This is an optimization exercise on Yosys and OpenROAD, whose aim is small area, not a production implementation. Function was checked by simulation only, so behaviour that the tests miss may differ from the original. Power is estimated from default activity; no workload was simulated.

<file path="run.sh">
#!/bin/bash
# synth_recipe.tcl (not shown) runs the flow's synth.tcl, then flattens the netlist and writes it again
# the make line also repeats each setting of config.mk as NAME=value (left out here)
make -C /OpenROAD-flow-scripts/flow DESIGN_CONFIG=/design/flow/config.mk WORK_HOME=/design/flow/orfs CLKGATE_MAP_FILE= SYNTH_SCRIPT=/design/flow/synth_recipe.tcl finish
</file>
<file path="config.mk">
export PLATFORM = sky130hd
export DESIGN_NAME = modbus_led
export DESIGN_NICKNAME = modbus_led
export VERILOG_FILES = /design/flow/design.v
export SDC_FILE = /design/flow/constraint.sdc
export NUM_CORES = 4
export LEC_CHECK = 0
export CAP_MARGIN = 20
export CORE_MARGIN = 2
export CORE_UTILIZATION = 40
export SLEW_MARGIN = 20
</file>
<file path="constraint.sdc">
create_clock -name core_clock -period 10.0 [get_ports {clk}]
set_input_delay 2.0000 -clock core_clock [delete_from_list [all_inputs] [get_ports {clk}]]
set_output_delay 2.0000 -clock core_clock [all_outputs]
set_load 0.01 [all_outputs]
</file>
<file path="design.v">
module mb_proto (
    input  wire        clk,
    input  wire        rst,
    input  wire        rx_valid,
    input  wire [7:0]  rx_data,
    output wire        rx_ready,
    output reg         tx_valid,
    output reg  [7:0]  tx_data,
    input  wire        tx_ready,
    output reg         note_valid,
    output reg  [15:0] note_min,
    output reg  [15:0] note_sec
);
    localparam [2:0] S_RX      = 3'd0,
                     S_EXEC    = 3'd1,
                     S_LATCH   = 3'd2,
                     S_CONSUME = 3'd3,
                     S_TX      = 3'd4;
    localparam [1:0] R_EXC  = 2'd0,
                     R_READ = 2'd1,
                     R_ECHO = 2'd2;
    reg [2:0]  state;
    reg [15:0] regs [0:31];
    reg        tl_dirty;
    reg [15:0] tl_last_min;
    reg [15:0] tl_last_sec;
    reg [8:0]  cnt;           
    reg [15:0] tid;
    reg [15:0] pid;
    reg [15:0] len;
    reg [7:0]  uid;
    reg [7:0]  fc;
    reg [15:0] f_addr;        
    reg [15:0] f_qv;          
    reg [7:0]  f_bc;          
    reg        wm_ok;         
    reg [7:0]  wm_hi;         
    reg [4:0]  wm_ptr;        
    reg [6:0]  wm_left;       
    reg [1:0]  rkind;
    reg [7:0]  rfc;
    reg [7:0]  rcode;
    reg [8:0]  rlen;          
    reg [8:0]  tcnt;          
    reg        wrote;         
    wire       rx_fire = rx_valid && rx_ready;
    assign rx_ready = (state == S_RX);
    wire        hdr_bad  = (pid != 16'd0) || (len < 16'd2) || (len > 16'd253);
    wire [8:0]  last_idx = len[8:0] + 9'd5;
    wire [15:0] n_pdu    = len - 16'd1;
    wire [16:0] wm_end   = {1'b0, f_addr} + {1'b0, f_qv};
    wire        wm_qty_ok = (f_qv >= 16'd1) && (f_qv <= 16'd123) &&
                            ({8'd0, rx_data} == {f_qv[14:0], 1'b0}) &&
                            (n_pdu >= 16'd6 + {8'd0, rx_data});
    wire        wm_bnd_ok = (wm_end <= 17'd32);
    wire [16:0] rd_end   = {1'b0, f_addr} + {1'b0, f_qv};
    integer i;
    wire [8:0]  tdi      = tcnt - 9'd9;
    wire [4:0]  rd_idx   = f_addr[4:0] + tdi[5:1];
    wire [15:0] rd_word  = regs[rd_idx];
    wire [15:0] rl       = {7'd0, rlen} - 16'd6;
    reg  [7:0]  tbyte;
    always @(*) begin
        case (tcnt)
            9'd0: tbyte = tid[15:8];
            9'd1: tbyte = tid[7:0];
            9'd2: tbyte = 8'h00;
            9'd3: tbyte = 8'h00;
            9'd4: tbyte = rl[15:8];
            9'd5: tbyte = rl[7:0];
            9'd6: tbyte = uid;
            9'd7: tbyte = rfc;
            default: begin
                if (rkind == R_EXC)
                    tbyte = rcode;
                else if (rkind == R_ECHO) begin
                    case (tcnt)
                        9'd8:    tbyte = f_addr[15:8];
                        9'd9:    tbyte = f_addr[7:0];
                        9'd10:   tbyte = f_qv[15:8];
                        default: tbyte = f_qv[7:0];
                    endcase
                end else begin
                    if (tcnt == 9'd8)
                        tbyte = {f_qv[6:0], 1'b0};
                    else
                        tbyte = tdi[0] ? rd_word[7:0] : rd_word[15:8];
                end
            end
        endcase
    end
    always @(posedge clk) begin
        if (rst) begin
            state       <= S_RX;
            regs[0]     <= 16'd0;
            regs[1]     <= 16'd0;
            regs[2]     <= 16'd1970;
            regs[3]     <= 16'd1;
            regs[4]     <= 16'd1;
            regs[5]     <= 16'd1;
            for (i = 6; i < 32; i = i + 1)
                regs[i] <= 16'd0;
            tl_dirty    <= 1'b0;
            tl_last_min <= 16'd0;
            tl_last_sec <= 16'd0;
            cnt         <= 9'd0;
            tid         <= 16'd0;
            pid         <= 16'd0;
            len         <= 16'd0;
            uid         <= 8'd0;
            fc          <= 8'd0;
            f_addr      <= 16'd0;
            f_qv        <= 16'd0;
            f_bc        <= 8'd0;
            wm_ok       <= 1'b0;
            wm_hi       <= 8'd0;
            wm_ptr      <= 5'd0;
            wm_left     <= 7'd0;
            rkind       <= R_EXC;
            rfc         <= 8'd0;
            rcode       <= 8'd0;
            rlen        <= 9'd0;
            tcnt        <= 9'd0;
            wrote       <= 1'b0;
            tx_valid    <= 1'b0;
            tx_data     <= 8'd0;
            note_valid  <= 1'b0;
            note_min    <= 16'd0;
            note_sec    <= 16'd0;
        end else begin
            note_valid <= 1'b0;
            case (state)
                S_RX: if (rx_fire) begin
                    cnt <= cnt + 9'd1;
                    case (cnt)
                        9'd0:  tid[15:8]    <= rx_data;
                        9'd1:  tid[7:0]     <= rx_data;
                        9'd2:  pid[15:8]    <= rx_data;
                        9'd3:  pid[7:0]     <= rx_data;
                        9'd4:  len[15:8]    <= rx_data;
                        9'd5:  len[7:0]     <= rx_data;
                        9'd6:  uid          <= rx_data;
                        9'd7:  fc           <= rx_data;
                        9'd8:  f_addr[15:8] <= rx_data;
                        9'd9:  f_addr[7:0]  <= rx_data;
                        9'd10: f_qv[15:8]   <= rx_data;
                        9'd11: f_qv[7:0]    <= rx_data;
                        9'd12: begin
                            f_bc    <= rx_data;
                            wm_ok   <= (fc == 8'h10) && wm_qty_ok && wm_bnd_ok;
                            wm_ptr  <= f_addr[4:0];
                            wm_left <= f_qv[6:0];
                        end
                        default: begin
                            if (wm_ok && wm_left != 7'd0) begin
                                if (cnt[0]) begin
                                    wm_hi <= rx_data;
                                end else begin
                                    regs[wm_ptr] <= {wm_hi, rx_data};
                                    wm_ptr  <= wm_ptr + 5'd1;
                                    wm_left <= wm_left - 7'd1;
                                end
                            end
                        end
                    endcase
                    if (cnt == 9'd6) begin
                        if (hdr_bad)
                            cnt <= 9'd0;         
                    end else if (cnt > 9'd6 && cnt == last_idx) begin
                        cnt   <= 9'd0;
                        state <= S_EXEC;
                    end
                end
                S_EXEC: begin
                    state <= S_TX;
                    tcnt  <= 9'd0;
                    wrote <= 1'b0;
                    rfc   <= fc;
                    rkind <= R_EXC;
                    rlen  <= 9'd9;
                    wm_ok <= 1'b0;
                    if (fc == 8'h03) begin
                        if (n_pdu < 16'd5) begin
                            state <= S_RX;           
                        end else if (f_qv < 16'd1 || f_qv > 16'd125) begin
                            rfc   <= 8'h83;
                            rcode <= 8'h03;
                        end else if (rd_end > 17'd32) begin
                            rfc   <= 8'h83;
                            rcode <= 8'h02;
                        end else begin
                            rkind <= R_READ;
                            rlen  <= 9'd9 + {f_qv[7:0], 1'b0};
                        end
                    end else if (fc == 8'h06) begin
                        if (n_pdu < 16'd5) begin
                            state <= S_RX;
                        end else if (f_addr >= 16'd32) begin
                            rfc   <= 8'h86;
                            rcode <= 8'h02;
                        end else begin
                            regs[f_addr[4:0]] <= f_qv;
                            rkind <= R_ECHO;
                            rlen  <= 9'd12;
                            wrote <= (f_addr <= 16'd1);
                            state <= S_LATCH;
                        end
                    end else if (fc == 8'h10) begin
                        if (n_pdu < 16'd6) begin
                            state <= S_RX;
                        end else if (f_qv < 16'd1 || f_qv > 16'd123 ||
                                     {8'd0, f_bc} != {f_qv[14:0], 1'b0} ||
                                     n_pdu < 16'd6 + {8'd0, f_bc}) begin
                            rfc   <= 8'h90;
                            rcode <= 8'h03;
                        end else if (wm_end > 17'd32) begin
                            rfc   <= 8'h90;
                            rcode <= 8'h02;
                        end else begin
                            rkind <= R_ECHO;
                            rlen  <= 9'd12;
                            wrote <= (f_addr <= 16'd1);
                            state <= S_LATCH;
                        end
                    end else begin
                        rfc   <= fc | 8'h80;
                        rcode <= 8'h01;
                    end
                end
                S_LATCH: begin
                    if (wrote && (regs[0] != tl_last_min || regs[1] != tl_last_sec)) begin
                        tl_dirty    <= 1'b1;
                        tl_last_min <= regs[0];
                        tl_last_sec <= regs[1];
                    end
                    state <= S_CONSUME;
                end
                S_CONSUME: begin
                    if (tl_dirty) begin
                        tl_dirty   <= 1'b0;
                        note_valid <= 1'b1;
                        note_min   <= tl_last_min;
                        note_sec   <= tl_last_sec;
                    end
                    state <= S_TX;
                end
                S_TX: begin
                    if (!tx_valid) begin
                        tx_valid <= 1'b1;
                        tx_data  <= tbyte;
                    end else if (tx_ready) begin
                        if (tcnt == rlen - 9'd1) begin
                            tx_valid <= 1'b0;
                            state    <= S_RX;
                        end else begin
                            tx_valid <= 1'b0;
                        end
                        tcnt <= tcnt + 9'd1;
                    end
                end
                default: state <= S_RX;
            endcase
        end
    end
endmodule
module disp_render (
    input  wire         clk,
    input  wire         rst,
    input  wire         note_valid,
    input  wire [15:0]  note_min,
    input  wire [15:0]  note_sec,
    output reg  [511:0] pb
);
    localparam [3:0] Y_OFF = 4'd4;
    localparam [1:0] D_IDLE  = 2'd0,
                     D_DRAW  = 2'd1,
                     D_PUB   = 2'd2;
    function [4:0] glyph;
        input [3:0] d;
        input [2:0] r;
        reg [34:0] g;
        begin
            case (d)
                4'd0: g = {5'h0E, 5'h11, 5'h13, 5'h15, 5'h19, 5'h11, 5'h0E};
                4'd1: g = {5'h04, 5'h0C, 5'h04, 5'h04, 5'h04, 5'h04, 5'h0E};
                4'd2: g = {5'h0E, 5'h11, 5'h01, 5'h02, 5'h04, 5'h08, 5'h1F};
                4'd3: g = {5'h1F, 5'h02, 5'h04, 5'h02, 5'h01, 5'h11, 5'h0E};
                4'd4: g = {5'h02, 5'h06, 5'h0A, 5'h12, 5'h1F, 5'h02, 5'h02};
                4'd5: g = {5'h1F, 5'h10, 5'h1E, 5'h01, 5'h01, 5'h11, 5'h0E};
                4'd6: g = {5'h06, 5'h08, 5'h10, 5'h1E, 5'h11, 5'h11, 5'h0E};
                4'd7: g = {5'h1F, 5'h01, 5'h02, 5'h04, 5'h08, 5'h08, 5'h08};
                4'd8: g = {5'h0E, 5'h11, 5'h11, 5'h0E, 5'h11, 5'h11, 5'h0E};
                4'd9: g = {5'h0E, 5'h11, 5'h11, 5'h0F, 5'h01, 5'h02, 5'h0C};
                default: g = 35'd0;
            endcase
            glyph = g[34 - 5*r -: 5];
        end
    endfunction
    function [4:0] slot_x;
        input [2:0] k;
        begin
            case (k)
                3'd0:    slot_x = 5'd0;
                3'd1:    slot_x = 5'd6;
                3'd2:    slot_x = 5'd12;
                3'd3:    slot_x = 5'd21;
                default: slot_x = 5'd27;
            endcase
        end
    endfunction
    reg        nq_valid;
    reg [15:0] nq_min;
    reg [15:0] nq_sec;
    wire [9:0]  m_cl = (nq_min > 16'd999) ? 10'd999 : nq_min[9:0];
    wire [5:0]  s_cl = (nq_sec > 16'd59)  ? 6'd59   : nq_sec[5:0];
    wire [3:0]  dm2  = m_cl / 10'd100;
    wire [3:0]  dm1  = (m_cl / 10'd10) % 10'd10;
    wire [3:0]  dm0  = m_cl % 10'd10;
    wire [3:0]  ds1  = s_cl / 6'd10;
    wire [3:0]  ds0  = s_cl % 6'd10;
    reg [1:0]   state;
    reg [3:0]   digit [0:4];
    reg [2:0]   gk;           
    reg [2:0]   gr;           
    reg [511:0] rb;           
    wire [3:0]  row_y   = Y_OFF + {1'b0, gr};
    wire [4:0]  gbits   = glyph(digit[gk], gr);
    wire [31:0] gline   = {gbits, 27'd0} >> slot_x(gk);
    always @(posedge clk) begin
        if (rst) begin
            nq_valid <= 1'b0;
            nq_min   <= 16'd0;
            nq_sec   <= 16'd0;
            state    <= D_IDLE;
            gk       <= 3'd0;
            gr       <= 3'd0;
            digit[0] <= 4'd0;
            digit[1] <= 4'd0;
            digit[2] <= 4'd0;
            digit[3] <= 4'd0;
            digit[4] <= 4'd0;
            rb       <= 512'd0;
            pb       <= 512'd0;
        end else begin
            case (state)
                D_IDLE: begin
                    if (nq_valid) begin
                        nq_valid <= 1'b0;
                        digit[0] <= dm2;
                        digit[1] <= dm1;
                        digit[2] <= dm0;
                        digit[3] <= ds1;
                        digit[4] <= ds0;
                        rb       <= 512'd0;
                        gk       <= 3'd0;
                        gr       <= 3'd0;
                        state    <= D_DRAW;
                    end
                end
                D_DRAW: begin
                    rb[32*row_y +: 32] <= rb[32*row_y +: 32] | gline;
                    if (gr == 3'd6) begin
                        gr <= 3'd0;
                        if (gk == 3'd4)
                            state <= D_PUB;
                        else
                            gk <= gk + 3'd1;
                    end else begin
                        gr <= gr + 3'd1;
                    end
                end
                D_PUB: begin
                    pb    <= rb;
                    state <= D_IDLE;
                end
                default: state <= D_IDLE;
            endcase
            if (note_valid) begin
                nq_valid <= 1'b1;
                nq_min   <= note_min;
                nq_sec   <= note_sec;
            end
        end
    end
endmodule
module scan_engine (
    input  wire         clk,
    input  wire         rst,
    input  wire         scan_tick,
    input  wire [511:0] pb,
    output reg          panel_oe,
    output reg  [1:0]   panel_addr,
    output reg          panel_data,
    output reg          panel_clk,
    output reg          panel_lat
);
    localparam [2:0] C_IDLE = 3'd0,
                     C_ADDR = 3'd1,
                     C_DATA = 3'd2,
                     C_CLK  = 3'd3,
                     C_LAT1 = 3'd4,
                     C_LAT0 = 3'd5,
                     C_EN   = 3'd6;
    reg [2:0]  state;
    reg [1:0]  srow;
    reg [31:0] shreg;
    reg [4:0]  bitn;
    reg [31:0] fold;
    integer g;
    always @(*) begin
        fold = 32'd0;
        for (g = 0; g < 4; g = g + 1)
            fold = fold | pb[32*(4*g + srow) +: 32];
    end
    always @(posedge clk) begin
        if (rst) begin
            state      <= C_IDLE;
            srow       <= 2'd0;
            shreg      <= 32'd0;
            bitn       <= 5'd0;
            panel_oe   <= 1'b0;
            panel_addr <= 2'd0;
            panel_data <= 1'b0;
            panel_clk  <= 1'b0;
            panel_lat  <= 1'b0;
        end else begin
            case (state)
                C_IDLE: if (scan_tick) begin
                    panel_oe <= 1'b0;            
                    state    <= C_ADDR;
                end
                C_ADDR: begin
                    panel_addr <= srow;
                    shreg      <= fold;          
                    bitn       <= 5'd0;
                    state      <= C_DATA;
                end
                C_DATA: begin
                    panel_data <= shreg[31];
                    panel_clk  <= 1'b0;
                    state      <= C_CLK;
                end
                C_CLK: begin
                    panel_clk <= 1'b1;           
                    shreg     <= {shreg[30:0], 1'b0};
                    bitn      <= bitn + 5'd1;
                    state     <= (bitn == 5'd31) ? C_LAT1 : C_DATA;
                end
                C_LAT1: begin
                    panel_clk <= 1'b0;
                    panel_lat <= 1'b1;
                    state     <= C_LAT0;
                end
                C_LAT0: begin
                    panel_lat <= 1'b0;
                    state     <= C_EN;
                end
                C_EN: begin
                    panel_oe <= 1'b1;            
                    srow     <= srow + 2'd1;
                    state    <= C_IDLE;
                end
                default: state <= C_IDLE;
            endcase
        end
    end
endmodule
module modbus_led (
    input  wire        clk,
    input  wire        rst,
    input  wire        rx_valid,
    input  wire [7:0]  rx_data,
    output wire        rx_ready,
    output wire        tx_valid,
    output wire [7:0]  tx_data,
    input  wire        tx_ready,
    output wire        log_valid,
    output wire [15:0] log_min,
    output wire [15:0] log_sec,
    input  wire        scan_tick,
    output wire        panel_oe,
    output wire [1:0]  panel_addr,
    output wire        panel_data,
    output wire        panel_clk,
    output wire        panel_lat
);
    wire [511:0] pb;
    mb_proto u_proto (
        .clk        (clk),
        .rst        (rst),
        .rx_valid   (rx_valid),
        .rx_data    (rx_data),
        .rx_ready   (rx_ready),
        .tx_valid   (tx_valid),
        .tx_data    (tx_data),
        .tx_ready   (tx_ready),
        .note_valid (log_valid),
        .note_min   (log_min),
        .note_sec   (log_sec)
    );
    disp_render u_disp (
        .clk        (clk),
        .rst        (rst),
        .note_valid (log_valid),
        .note_min   (log_min),
        .note_sec   (log_sec),
        .pb         (pb)
    );
    scan_engine u_scan (
        .clk        (clk),
        .rst        (rst),
        .scan_tick  (scan_tick),
        .pb         (pb),
        .panel_oe   (panel_oe),
        .panel_addr (panel_addr),
        .panel_data (panel_data),
        .panel_clk  (panel_clk),
        .panel_lat  (panel_lat)
    );
endmodule
</file>
==> run summary <==
-- power by group --
group          leakage, nW  switching, mW  internal, mW
registers             15.5         0.0486          7.72
clock network         3.09           3.06          4.08
logic                 11.5          0.290         0.111
-- logic make-up after synthesis --
kind of cell	share of synthesized area
buffers and inverters	0.0371
xor gates and xnor gates	0.0159
DFF	0.519
AOI/OAI and AO/OA	0.137
adders and majority gates	0.0165
muxes	0.0883
and+or+nand+nor	0.187
-- cell type report --
type | count | area [µm²]
fill | 18933 | 110000
timing repair buffer | 215 | 1850
clock buffer | 268 | 5360
inverter | 78 | 300
antenna | 2 | 5.00
sequential | 1829 | 41800
multi-input combinational | 5945 | 36400
clock inverter | 77 | 906
tap | 2656 | 3320
-- worst register-to-register path: cells and delay by family (launching register included) --
kind            cells  cell delay (ns)
compound gates     11             2.75
fa+ha+maj           3             0.69
flops               1             0.32
mux                 1             0.15
buf+inv             3             0.43
simple gates       11             3.28
xor+xnor            1             0.24
-- state kept, by name (all words and copies together), names as in the netlist, 19 cells and up --
register	cells
u_disp.pb	480
u_disp.rb	480
u_scan.shreg	32
u_disp.digit	19
u_proto.regs	512
-- cell usage in the layout (no fill, tap or decap), types with 20 or more instances in the layout --
| cell type | n |
|---|---|
| clkbuf_16 | 190 |
| or4b_2 | 33 |
| dfxtp_1 | 1311 |
| nor3_1 | 69 |
| a21oi_1 | 754 |
| or4_1 | 39 |
| xor2_1 | 90 |
| ha_1 | 100 |
| inv_1 | 69 |
| and2_1 | 52 |
| nand4_1 | 28 |
| clkbuf_8 | 31 |
| and3_1 | 20 |
| o211ai_1 | 22 |
| nor2_1 | 1263 |
| clkinv_2 | 37 |
| clkbuf_1 | 46 |
| nand2_1 | 1519 |
| xnor2_1 | 53 |
| a211oi_1 | 23 |
| o221ai_1 | 36 |
| nor4_1 | 104 |
| mux2i_1 | 128 |
| nand2b_1 | 62 |
| a31oi_1 | 45 |
| nor2b_1 | 23 |
| clkdlybuf4s50_1 | 60 |
| buf_4 | 148 |
| a22oi_1 | 399 |
| o311ai_0 | 32 |
| nand3_1 | 222 |
| mux4_2 | 246 |
| edfxtp_1 | 512 |
| o21ai_0 | 239 |
| o21ai_1 | 25 |
-- stage by stage --
| step | worst slack [ns] | hold slack (ns) | cells | util |
|---|---|---|---|---|
| 6_report | 2.07 | 0.380 | 11070 | 0.450 |
| 3_5_place_dp | 2.20 | 0.442 | 10721 | 0.418 |
| 3_3_place_gp | 2.19 | 0.436 | 10720 | 0.418 |
| 5_1_grt | 1.41 | 0.446 | 11070 | 0.450 |
| 4_1_cts | 2.12 | 0.376 | 11066 | 0.449 |
| 2_1_floorplan | 3.27 | 0.424 | 8554 | - |
-- worst paths after layout --
check / endpoint / cells past startpoint / slack, ns / start
worst max register to register: u_disp.digit[1][2] / 30 / 2.07 / u_disp.nq_min[10]
worst max-delay path: u_disp.digit[1][2] / 30 / 2.07 / u_disp.nq_min[10]
worst min register to register: u_disp.pb[498] / 2 / 0.38 / u_disp.rb[498]
worst min-delay path: u_disp.pb[498] / 2 / 0.38 / u_disp.rb[498]
-- routing by layer --
| metal | vias up | part of all wire |
|---|---|---|
| li1 | 29639 | - |
| met4 | 0 | 0.035 |
| met3 | 467 | 0.069 |
| met2 | 2373 | 0.47 |
| met1 | 31823 | 0.43 |
| met5 | - | 0 |
==> run summary <==
Status -> no timing/DRC/antenna violations
H-tree depth -> 4
Crit share post-route -> 0.793
Final Cell Area -> 0.0899 mm²
PwrDens -> 170 mW/mm²
NumNets Final -> 8371
Number of DRC markers in iteration 0 -> 7004
IO Pins -> 62
Hold Fails Final Rpt -> 0
Synth Cell Area -> 0.0804 mm²
Top cells by area, synth -> dfxtp_1 (33%), edfxtp_1 (19%), nand2_1 (7.1%), mux4_2 (6.9%), nor2_1 (6.0%)
GRT Util Overall -> 0.238
Num CTS Buffers -> 186
Layout Skew -> 0.0762 ns
Leading area contributor after synthesis -> dfxtp_1
Wire per inst -> 22.5 µm
Unrepaired setup endpoints after global routing -> no
Setup bufs post-CTS -> 0
Share of post-route cells with drive strength above 1 -> 0.102
MaxCap Viol Count -> 0
Via density -> 5.81
Die height -> 452 µm
CP Data Arrival Time -> 8.68 ns
Relative slew slack -> 0.199
Maximum VDD drop -> 0.199 mV
Synth top cells by count -> nand2_1 (1519), dfxtp_1 (1317), nor2_1 (1279)
Post-DP HPWL -> 148000 µm
Crit-path max FO -> 12
Crit end category -> flip-flop
Global-route wire length before repair -> 379000 µm
Pin count of the biggest net entering global routing -> 221
Row Count -> 164
Starting Density -> 0.402
Yosys reg bits -> 1829
Post-synthesis cell count -> 8554
Die W -> 452 µm
Critical Path Max Stage Delay -> 0.59 ns
Synth warn -> 4
Die ar. -> 0.205 mm²
Pleak -> 30.1 nW
Vias in the first global route -> 61259
Register area share after synthesis -> 0.519
Worst-Skew Late Latency -> 0.85 ns
TritonRoute pass-1 iters -> 7
Count leader, synth -> nand2_1
Initial antenna violation count -> 3
CTS Hold Buffers Added -> 0
GRT met2 Usage -> 0.385
Total Power -> 15.3 mW
Main synth FF type -> dfxtp_1
Final setup violation count -> 0
Via Count -> 64302
GR peak layer -> met2
Yosys cell types -> 108
Slew Limit Fails -> 0
Fin Setup TNS -> 0 ns
Synthesized Nets -> 8670
Number of buffers inserted by port buffering -> 61
Routability congestion estimate from global placement -> 0.857
Fmax -> 0.126 GHz
Worst-Margin Slew -> 1.19 ns
TritonCTS clock tree -> done
Synth Area per Inst -> 9.40 µm²
Critical Path RT -> 10.76 ns
Core Footprint -> 0.200 mm²
Gr ovfl total -> 0
Hold crit path type -> reg -> reg
Crit start category -> flip-flop
Total Routed Length -> 250000 µm
Grt met1 use -> 0.323
Final min period -> 7.93 ns
Number of synthesized flops with an enable pin -> 512
Clock Sinks -> 1829
Clock tree buffer depth -> 3
Crit-path slowest cell -> or4_4
Fraction of registers with async set/reset -> 0
Root buf cell -> clkbuf_16
Antenna-violating nets left -> 0
Area after DPL -> 0.0835 mm²
Area grow syn2layout -> 11.7%
Reg clk slew, reported paths -> 0.07 ns
GR Util met3 -> 0.0345
Top-area cell type share of the netlist area -> 0.328
Cells resized by post-CTS repair -> 0
CP Class -> reg -> reg
CP bufs+invs -> 3
CP top delay family -> simple AND/OR/NAND/NOR gates
Post-route DRC -> 0

## static timing again, ports no longer ideal
How much do the figures lean on ideal ports? The routed layout below was timed once more, with nothing changed but the port constraints. Step 1 sets driving cells, clkbuf_16 on the clock port and buf_2 on the other inputs (assumed; they add their load-dependent delay and slew). Step 2 also shifts input and output timing later by t, the mid clock arrival at the registers, as if the neighbouring blocks saw the same clock. a / b / c = ideal / step 1 / step 2; a / b = the first two.
shift t [ns]: 0.902
setup WS [ns]: 2.075 / 2.075 / 2.075
hold slack, ns: 0.380 / 0.380 / 0.380
After both steps setup and hold are still met in this run. For this run, drivers alone change the setup slack by 0.000 ns; drivers and shift together by 0.000 ns.
